This design comes from an exercise in tuning for small area, a short achievable clock period and few clock cycles on the open sky130 flow, not from production work. The RTL was checked by simulation tests, not by an equivalence proof against the original design. Power and IR drop assume default switching activity.

==> ember: inputs <==
// sympack
module sympack (
    input  wire        clk,
    input  wire        rst,           
    input  wire        cmd_valid,
    output wire        cmd_ready,
    input  wire [10:0] cmd,           
    output reg         rsp_valid,
    output reg  [1:0]  rsp_status,    
    output reg  [7:0]  rsp_bytes,     
    output reg  [7:0]  rsp_terr,      
    output reg         tx_valid,
    input  wire        tx_ready,
    output reg  [7:0]  tx_data,
    output reg         tx_last,
    input  wire        ta_valid,
    input  wire        ta_err,
    input  wire [7:0]  ta_code
);
    localparam NSLOT = 112;                
    localparam NGRP  = 14;                 
    reg         rdy;                       
    reg  [14:0] ng;                        
    reg  [7:0]  np;                        
    reg         ovf;                       
    reg  [13:0] rg;                        
    reg  [8:0]  rr;                        
    reg  [9*NSLOT-1:0] sb;
    assign cmd_ready = rdy;
    wire [1:0] op      = cmd[10:9];
    wire       accept  = cmd_valid && rdy;
    wire       n115    = ng[14] && np[3];
    wire       nbig    = ng[14] && !np[0];              
    wire       nzero   = ng[0] && np[0];
    wire       acc_pack  = accept && (op == 2'b00);
    wire       acc_flush = accept && (op == 2'b01);
    wire       acc_send  = acc_flush && !ovf && !nbig && !nzero;
    wire       take    = tx_valid && tx_ready;
    wire       waiting = !rdy && !tx_valid;
    wire       answer  = waiting && ta_valid;
    wire [14:0] gup   = np[0] ? ng : {ng[13:0], 1'b0};   
    wire [13:0] glast = np[0] ? ng[14:1] : ng[13:0];     
    reg  [7:0]  flen;                                    
    integer g, p;
    always @(*) begin
        flen = 8'd0;
        for (g = 1; g < 15; g = g + 1)
            flen = flen | ({8{gup[g]}} & (9 * g));
    end
  ...
==> module sympack, before the edit <==
module sympack (
    input  wire        clk,
    input  wire        rst,           
    input  wire        cmd_valid,
    output wire        cmd_ready,
    input  wire [10:0] cmd,           
    output reg         rsp_valid,
    output reg  [1:0]  rsp_status,    
    output reg  [7:0]  rsp_bytes,     
    output reg  [7:0]  rsp_terr,      
    output reg         tx_valid,
    input  wire        tx_ready,
    output reg  [7:0]  tx_data,
    output reg         tx_last,
    input  wire        ta_valid,
    input  wire        ta_err,
    input  wire [7:0]  ta_code
);
    localparam NSLOT = 112;                
    localparam NGRP  = 14;                 
    reg         rdy;                       
    reg  [14:0] ng;                        
    reg  [7:0]  np;                        
    reg         ovf;                       
    reg  [13:0] rg;                        
    reg  [8:0]  rr;                        
    reg  [9*NSLOT-1:0] sb;
    assign cmd_ready = rdy;
    wire [1:0] op      = cmd[10:9];
    wire       accept  = cmd_valid && rdy;
    wire       n115    = ng[14] && np[3];
    wire       nbig    = ng[14] && !np[0];              
    wire       nzero   = ng[0] && np[0];
    wire       acc_pack  = accept && (op == 2'b00);
    wire       acc_flush = accept && (op == 2'b01);
    wire       acc_send  = acc_flush && !ovf && !nbig && !nzero;
    wire       take    = tx_valid && tx_ready;
    wire       waiting = !rdy && !tx_valid;
    wire       answer  = waiting && ta_valid;
    wire [14:0] gup   = np[0] ? ng : {ng[13:0], 1'b0};   
    wire [13:0] glast = np[0] ? ng[14:1] : ng[13:0];     
    reg  [7:0]  flen;                                    
    integer g, p;
    always @(*) begin
        flen = 8'd0;
        for (g = 1; g < 15; g = g + 1)
            flen = flen | ({8{gup[g]}} & (9 * g));
    end
    reg        wk;                                       
    reg  [8:0] wq;                                       
    wire [7:0] wp = {np[0], np[7:1]};                    
    wire [8:0] wq_b = wp[0] ? 9'd0 : wq;                 
    always @(posedge clk) begin
        wq <= cmd[8:0];
        if (rst) wk <= 1'b0;
        else     wk <= acc_pack && !ovf && !n115;
    end
    integer m, t;
    always @(posedge clk) begin
        for (m = 0; m < NSLOT; m = m + 1)
            if (wk && glast[m / 8] && (wp[m % 8] || (m % 8 != 0 && wp[0])))
                for (t = 0; t < 9; t = t + 1)
                    sb[9*m + t] <= (m % 8 == 0) ? wq[8 - t] : wq_b[8 - t];
    end
    wire       byp = wk && glast[0] && wp[0];
    wire [7:0] byte0 = byp ? wq[8:1] : {sb[0], sb[1], sb[2], sb[3], sb[4], sb[5], sb[6], sb[7]};
    reg  [7:0]  gbyte [0:NGRP-1];
    reg  [7:0]  rd_byte;
    integer i;
    always @(*) begin
        for (g = 0; g < NGRP; g = g + 1) begin
            gbyte[g] = 8'd0;
            for (p = 0; p < 9; p = p + 1)
                for (i = 0; i < 8; i = i + 1)
                    gbyte[g][7 - i] = gbyte[g][7 - i] | (rr[p] & ((g == 0 && p == 0) ? byte0[7 - i] : sb[8*(9*g + p) + i]));
        end
        rd_byte = 8'd0;
        for (g = 0; g < NGRP; g = g + 1)
            rd_byte = rd_byte | ({8{rg[g]}} & gbyte[g]);
    end
    wire last_next = rr[8] && ((rg & glast) != 14'd0);
    always @(posedge clk) begin
        if (rst) begin
            tx_data <= 8'd0;
            tx_last <= 1'b0;
        end else if (!tx_valid || tx_ready) begin
            tx_data <= rd_byte;
            tx_last <= last_next && tx_valid;
        end
    end
    always @(posedge clk) begin
        if (rst) begin
            rdy       <= 1'b1;
            ng        <= 15'd1;
            np        <= 8'd1;
            ovf       <= 1'b0;
            rg        <= 14'd1;
            rr        <= 9'd1;
            tx_valid  <= 1'b0;
            rsp_valid <= 1'b0;
        end else begin
            rsp_valid <= (accept && !acc_send) || answer;
            if (acc_send) begin
                rdy      <= 1'b0;
                tx_valid <= 1'b1;
                rr       <= 9'd2;
            end
            if (take) begin
                if (tx_last) begin
                    tx_valid <= 1'b0;
                    rg <= 14'd1;
                    rr <= 9'd1;
                end else if (rr[8]) begin
                    rg <= {rg[12:0], 1'b0};
                    rr <= 9'd1;
                end else begin
                    rr <= {rr[7:0], 1'b0};
                end
            end
            if (answer) begin
                rdy <= 1'b1;
                ng  <= 15'd1;
                np  <= 8'd1;
            end
            if (accept) begin
                case (op)
                    2'b00: begin
                        if (!ovf) begin
                            if (n115) begin
                                ovf <= 1'b1;
                            end else begin
                                np <= {np[6:0], np[7]};
                                if (np[7]) ng <= {ng[13:0], 1'b0};
                            end
                        end
                    end
                    2'b01: begin
                        if (!ovf && nbig) ovf <= 1'b1;
                    end
                    2'b10: begin
                        ng  <= 15'd1;
                        np  <= 8'd1;
                        ovf <= 1'b0;
                    end
                    default: ;
                endcase
            end
        end
    end
    always @(posedge clk) begin
        if (answer) begin
            rsp_status <= ta_err ? 2'd2 : 2'd0;
            rsp_bytes  <= ta_err ? 8'd0 : flen;
            rsp_terr   <= ta_err ? ta_code : 8'd0;
        end else begin
            case (op)
                2'b00:   rsp_status <= (ovf || n115) ? 2'd1 : 2'd0;
                2'b01:   rsp_status <= (ovf || nbig) ? 2'd1 : 2'd0;
                2'b10:   rsp_status <= 2'd0;
                default: rsp_status <= 2'd3;
            endcase
            rsp_bytes <= 8'd0;
            rsp_terr  <= 8'd0;
        end
    end
endmodule
Settings: LEC_CHECK=0, CAP_MARGIN=20, CORE_MARGIN=2, CORE_UTILIZATION=40, CTS_CLUSTER_DIAMETER=60, CTS_CLUSTER_SIZE=20, SETUP_SLACK_MARGIN=3.5, SLEW_MARGIN=20; clock period 6.0 ns.
run.sh (not shown) runs the stock make flow with config.mk's settings and CLKGATE_MAP_FILE= SYNTH_SCRIPT=/design/flow/synth_recipe.tcl, a recipe that flattens the netlist after the stock synthesis.
==> inputs of violet, as changes to ember <==
--- a/flow/design.v
+++ b/flow/design.v
@@ -37,2 +37,3 @@
     wire       take    = tx_valid && tx_ready;
+    wire       hold    = tx_valid && !tx_ready;
     wire       waiting = !rdy && !tx_valid;
@@ -76,5 +77,5 @@
         end
-        rd_byte = 8'd0;
+        rd_byte = {8{hold}} & tx_data;
         for (g = 0; g < NGRP; g = g + 1)
-            rd_byte = rd_byte | ({8{rg[g]}} & gbyte[g]);
+            rd_byte = rd_byte | ({8{rg[g] & !hold}} & gbyte[g]);
     end
@@ -82,9 +83,7 @@
     always @(posedge clk) begin
-        if (rst) begin
-            tx_data <= 8'd0;
+        tx_data <= rd_byte;
+        if (rst)
             tx_last <= 1'b0;
-        end else if (!tx_valid || tx_ready) begin
-            tx_data <= rd_byte;
+        else if (!hold)
             tx_last <= last_next && tx_valid;
-        end
     end
==> inputs of pepper, as changes to ember <==
==> flow/design.v (replaced) <==
module sympack (
    input  wire        clk,
    input  wire        rst,           
    input  wire        cmd_valid,
    output wire        cmd_ready,
    input  wire [10:0] cmd,           
    output reg         rsp_valid,
    output reg  [1:0]  rsp_status,    
    output reg  [7:0]  rsp_bytes,     
    output reg  [7:0]  rsp_terr,      
    output reg         tx_valid,
    input  wire        tx_ready,
    output reg  [7:0]  tx_data,
    output reg         tx_last,
    input  wire        ta_valid,
    input  wire        ta_err,
    input  wire [7:0]  ta_code
);
    localparam NSLOT = 112;                
    localparam NBYTE = 126;                
    reg        rdy;                        
    reg  [6:0] n;                          
    reg        ovf;                        
    reg  [3:0] pg;                         
    reg  [3:0] pr;                         
    reg  [9*NSLOT-1:0] sb;
    assign cmd_ready = rdy;
    wire [1:0] op      = cmd[10:9];
    wire       accept  = cmd_valid && rdy;
    wire       n115    = (n == 7'd115);
    wire       nbig    = (n >= 7'd113);
    wire       nzero   = (n == 7'd0);
    wire       acc_pack  = accept && (op == 2'b00);
    wire       acc_flush = accept && (op == 2'b01);
    wire       acc_send  = acc_flush && !ovf && !nbig && !nzero;
    wire       take    = tx_valid && tx_ready;
    wire       waiting = !rdy && !tx_valid;
    wire       answer  = waiting && ta_valid;
    wire [6:0] nm1   = n - 7'd1;
    wire [3:0] glast = nm1[6:3];                                   
    wire [3:0] grps  = n[6:3] + {3'b0, (n[2:0] != 3'd0)};          
    wire [7:0] flen  = {1'b0, grps, 3'b000} + {4'b0, grps};        
    wire [8:0] wdata = cmd[9] ? 9'd0 : cmd[8:0];
    reg  [7:0] pos_sel;
    reg  [13:0] grp_hit;
    integer p, g;
    always @(*) begin
        for (p = 0; p < 8; p = p + 1)
            pos_sel[p] = (acc_pack && (n[2:0] == p)) || (acc_flush && (n[2:0] <= p));
        for (g = 0; g < 14; g = g + 1)
            grp_hit[g] = (n[6:3] == g);
    end
    integer m, t;
    always @(posedge clk) begin
        for (m = 0; m < NSLOT; m = m + 1)
            if (grp_hit[m / 8] && pos_sel[m % 8])
                for (t = 0; t < 9; t = t + 1)
                    sb[9*m + t] <= wdata[8 - t];
    end
    reg  [13:0] rg_hit;
    reg  [8:0]  rr_hit;
    reg  [7:0]  rd_byte;
    integer k, i;
    always @(*) begin
        for (g = 0; g < 14; g = g + 1) rg_hit[g] = (pg == g);
        for (p = 0; p < 9; p = p + 1)  rr_hit[p] = (pr == p);
        rd_byte = 8'd0;
        for (k = 0; k < NBYTE; k = k + 1)
            for (i = 0; i < 8; i = i + 1)
                rd_byte[7 - i] = rd_byte[7 - i] | (rg_hit[k / 9] & rr_hit[k % 9] & sb[8*k + i]);
    end
    wire last_next = (pg == glast) && (pr == 4'd8);
    always @(posedge clk) begin
        if (!tx_valid || tx_ready) begin
            tx_data <= rd_byte;
            tx_last <= last_next && tx_valid;
        end
    end
    always @(posedge clk) begin
        if (rst) begin
            rdy       <= 1'b1;
            n         <= 7'd0;
            ovf       <= 1'b0;
            pg        <= 4'd0;
            pr        <= 4'd0;
            tx_valid  <= 1'b0;
            rsp_valid <= 1'b0;
        end else begin
            rsp_valid <= (accept && !acc_send) || answer;
            if (acc_send) begin
                rdy      <= 1'b0;
                tx_valid <= 1'b1;
                pr       <= 4'd1;
            end
            if (take) begin
                if (tx_last) begin
                    tx_valid <= 1'b0;
                    pg <= 4'd0;
                    pr <= 4'd0;
                end else if (pr == 4'd8) begin
                    pg <= pg + 4'd1;
                    pr <= 4'd0;
                end else begin
                    pr <= pr + 4'd1;
                end
            end
            if (answer) begin
                rdy <= 1'b1;
                n   <= 7'd0;
            end
            if (accept) begin
                case (op)
                    2'b00: begin
                        if (!ovf) begin
                            if (n115) ovf <= 1'b1;
                            else      n   <= n + 7'd1;
                        end
                    end
                    2'b01: begin
                        if (!ovf && nbig) ovf <= 1'b1;
                    end
                    2'b10: begin
                        n   <= 7'd0;
                        ovf <= 1'b0;
                    end
                    default: ;
                endcase
            end
        end
    end
    always @(posedge clk) begin
        if (answer) begin
            rsp_status <= ta_err ? 2'd2 : 2'd0;
            rsp_bytes  <= ta_err ? 8'd0 : flen;
            rsp_terr   <= ta_err ? ta_code : 8'd0;
        end else begin
            case (op)
                2'b00:   rsp_status <= (ovf || n115) ? 2'd1 : 2'd0;
                2'b01:   rsp_status <= (ovf || nbig) ? 2'd1 : 2'd0;
                2'b10:   rsp_status <= 2'd0;
                default: rsp_status <= 2'd3;
            endcase
            rsp_bytes <= 8'd0;
            rsp_terr  <= 8'd0;
        end
    end
endmodule
--- a/flow/config.mk
+++ b/flow/config.mk
@@ -10,5 +10,3 @@
 export CORE_UTILIZATION = 40
-export CTS_CLUSTER_DIAMETER = 60
-export CTS_CLUSTER_SIZE = 20
-export SETUP_SLACK_MARGIN = 3.5
+export SETUP_SLACK_MARGIN = 0.2
 export SLEW_MARGIN = 20
==> inputs of raven, as changes to ember <==
--- a/flow/design.v
+++ b/flow/design.v
@@ -48,10 +48,11 @@
     end
-    reg        wk;                                       
-    reg  [8:0] wq;                                       
-    wire [7:0] wp = {np[0], np[7:1]};                    
-    wire [8:0] wq_b = wp[0] ? 9'd0 : wq;                 
-    always @(posedge clk) begin
-        wq <= cmd[8:0];
-        if (rst) wk <= 1'b0;
-        else     wk <= acc_pack && !ovf && !n115;
+    wire [8:0] wdata = cmd[9] ? 9'd0 : cmd[8:0];
+    reg  [7:0] pos_sel;
+    reg        thr;
+    always @(*) begin
+        thr = 1'b0;
+        for (p = 0; p < 8; p = p + 1) begin
+            thr = thr | np[p];                            
+            pos_sel[p] = (acc_pack && np[p]) || (acc_flush && thr);
+        end
     end
@@ -60,8 +61,6 @@
         for (m = 0; m < NSLOT; m = m + 1)
-            if (wk && glast[m / 8] && (wp[m % 8] || (m % 8 != 0 && wp[0])))
+            if (ng[m / 8] && pos_sel[m % 8])
                 for (t = 0; t < 9; t = t + 1)
-                    sb[9*m + t] <= (m % 8 == 0) ? wq[8 - t] : wq_b[8 - t];
+                    sb[9*m + t] <= wdata[8 - t];
     end
-    wire       byp = wk && glast[0] && wp[0];
-    wire [7:0] byte0 = byp ? wq[8:1] : {sb[0], sb[1], sb[2], sb[3], sb[4], sb[5], sb[6], sb[7]};
     reg  [7:0]  gbyte [0:NGRP-1];
@@ -74,3 +73,3 @@
                 for (i = 0; i < 8; i = i + 1)
-                    gbyte[g][7 - i] = gbyte[g][7 - i] | (rr[p] & ((g == 0 && p == 0) ? byte0[7 - i] : sb[8*(9*g + p) + i]));
+                    gbyte[g][7 - i] = gbyte[g][7 - i] | (rr[p] & sb[8*(9*g + p) + i]);
         end
==> qor summary <==
item	ember	violet	raven	pepper
Number of enable flip-flop cells after synthesis	1,008	1,008	1,008	1,017
Top Metal Used	met5	met4	met5	met5
Antenna Diode Count	0	5	2	16
Flop pwr share	0.593	0.596	0.589	0.517
Final non-filler cell total	3,684	3,635	3,769	4,388
Max IR drop VDD	0.176 mV	0.206 mV	0.214 mV	0.230 mV
Initial antenna violation count	3	10	4	43
Worst Setup Start Kind	flop	flop	primary input	flop
Weighted congestion at the end of routability-driven global placement	0.886	0.953	0.874	1.08
Largest net degree at the start of global routing	115	65	113	113
Count of unique library cells instantiated by Yosys	48	53	52	68
Result of the run	timing/DRC/antenna clean	timing/DRC/antenna clean	timing/DRC/antenna clean	timing/DRC/antenna clean
Flip-flop and latch count after synthesis	1,094	1,094	1,084	1,054
Clock-pin transition on the worst setup and hold timing paths	90 ps	80 ps	80 ps	60 ps
Leakage power of the design	0.0138 uW	0.0136 uW	0.0140 uW	0.0150 uW
Hold Slack	518 ps	514 ps	512 ps	531 ps
Arrival time of data at the critical path endpoint	3160 ps	3200 ps	2870 ps	5340 ps
Repair and plain buffers	122	122	220	263
Sequential fraction of the synthesis area	0.800	0.803	0.797	0.756
Area occupied by multi-input gates	0.00793 mm^2	0.00802 mm^2	0.00841 mm^2	0.00959 mm^2
Clock Network Area Fraction	0.0529	0.0523	0.0502	0.0761
First element of the critical path	rr[3]	rr[5]	cmd[8]	pg[0]
Post-Place Worst Slack	2360 ps	2070 ps	1570 ps	1180 ps
Worst min-delay path endpoint	rdy	tx_data[1]	rdy	ovf
Proportion of power drawn by the clock network	0.373	0.373	0.373	0.460
Testbench counts of ember, summed over its fixed seeds: cycles 22,994.
Testbench counts of violet, summed over its fixed seeds: cycles 22,994.
Testbench counts of pepper, summed over its fixed seeds: cycles 22,994.
Testbench counts of raven, summed over its fixed seeds: cycles 22,994.

-- re-timing with driven ports --
In the flow no input, the clock included, has a driving cell. The finished layouts below were timed again as built, in two steps.
Step 1 assumes that a clkbuf_16 drives the clock port and a buf_2 every other input.
Step 2 times the ports against the registers' clock, not the clock port: input delays grow and output delays shrink by t, the midpoint of the rising clock arrivals with the driver on.
Three values: ideal ports, drivers, drivers and shift; two values: the first two.
run	t (ns)	setup slack, ns	hold WS [ns]
ember	0.716	3.357 / 3.357 / 2.787	0.518 / 0.518 / 0.518
violet	0.712	3.328 / 3.328 / 2.856	0.514 / 0.514 / 0.514
pepper	0.800	1.127 / 1.127 / 1.127	0.531 / 0.531 / 0.531
raven	0.710	3.415 / 3.418 / 2.745	0.512 / 0.512 / 0.512
After both steps setup and hold are still met in every run listed. The setup slack of raven, which loses most, moves by +0.003 ns with the drivers and by -0.670 ns with both steps.
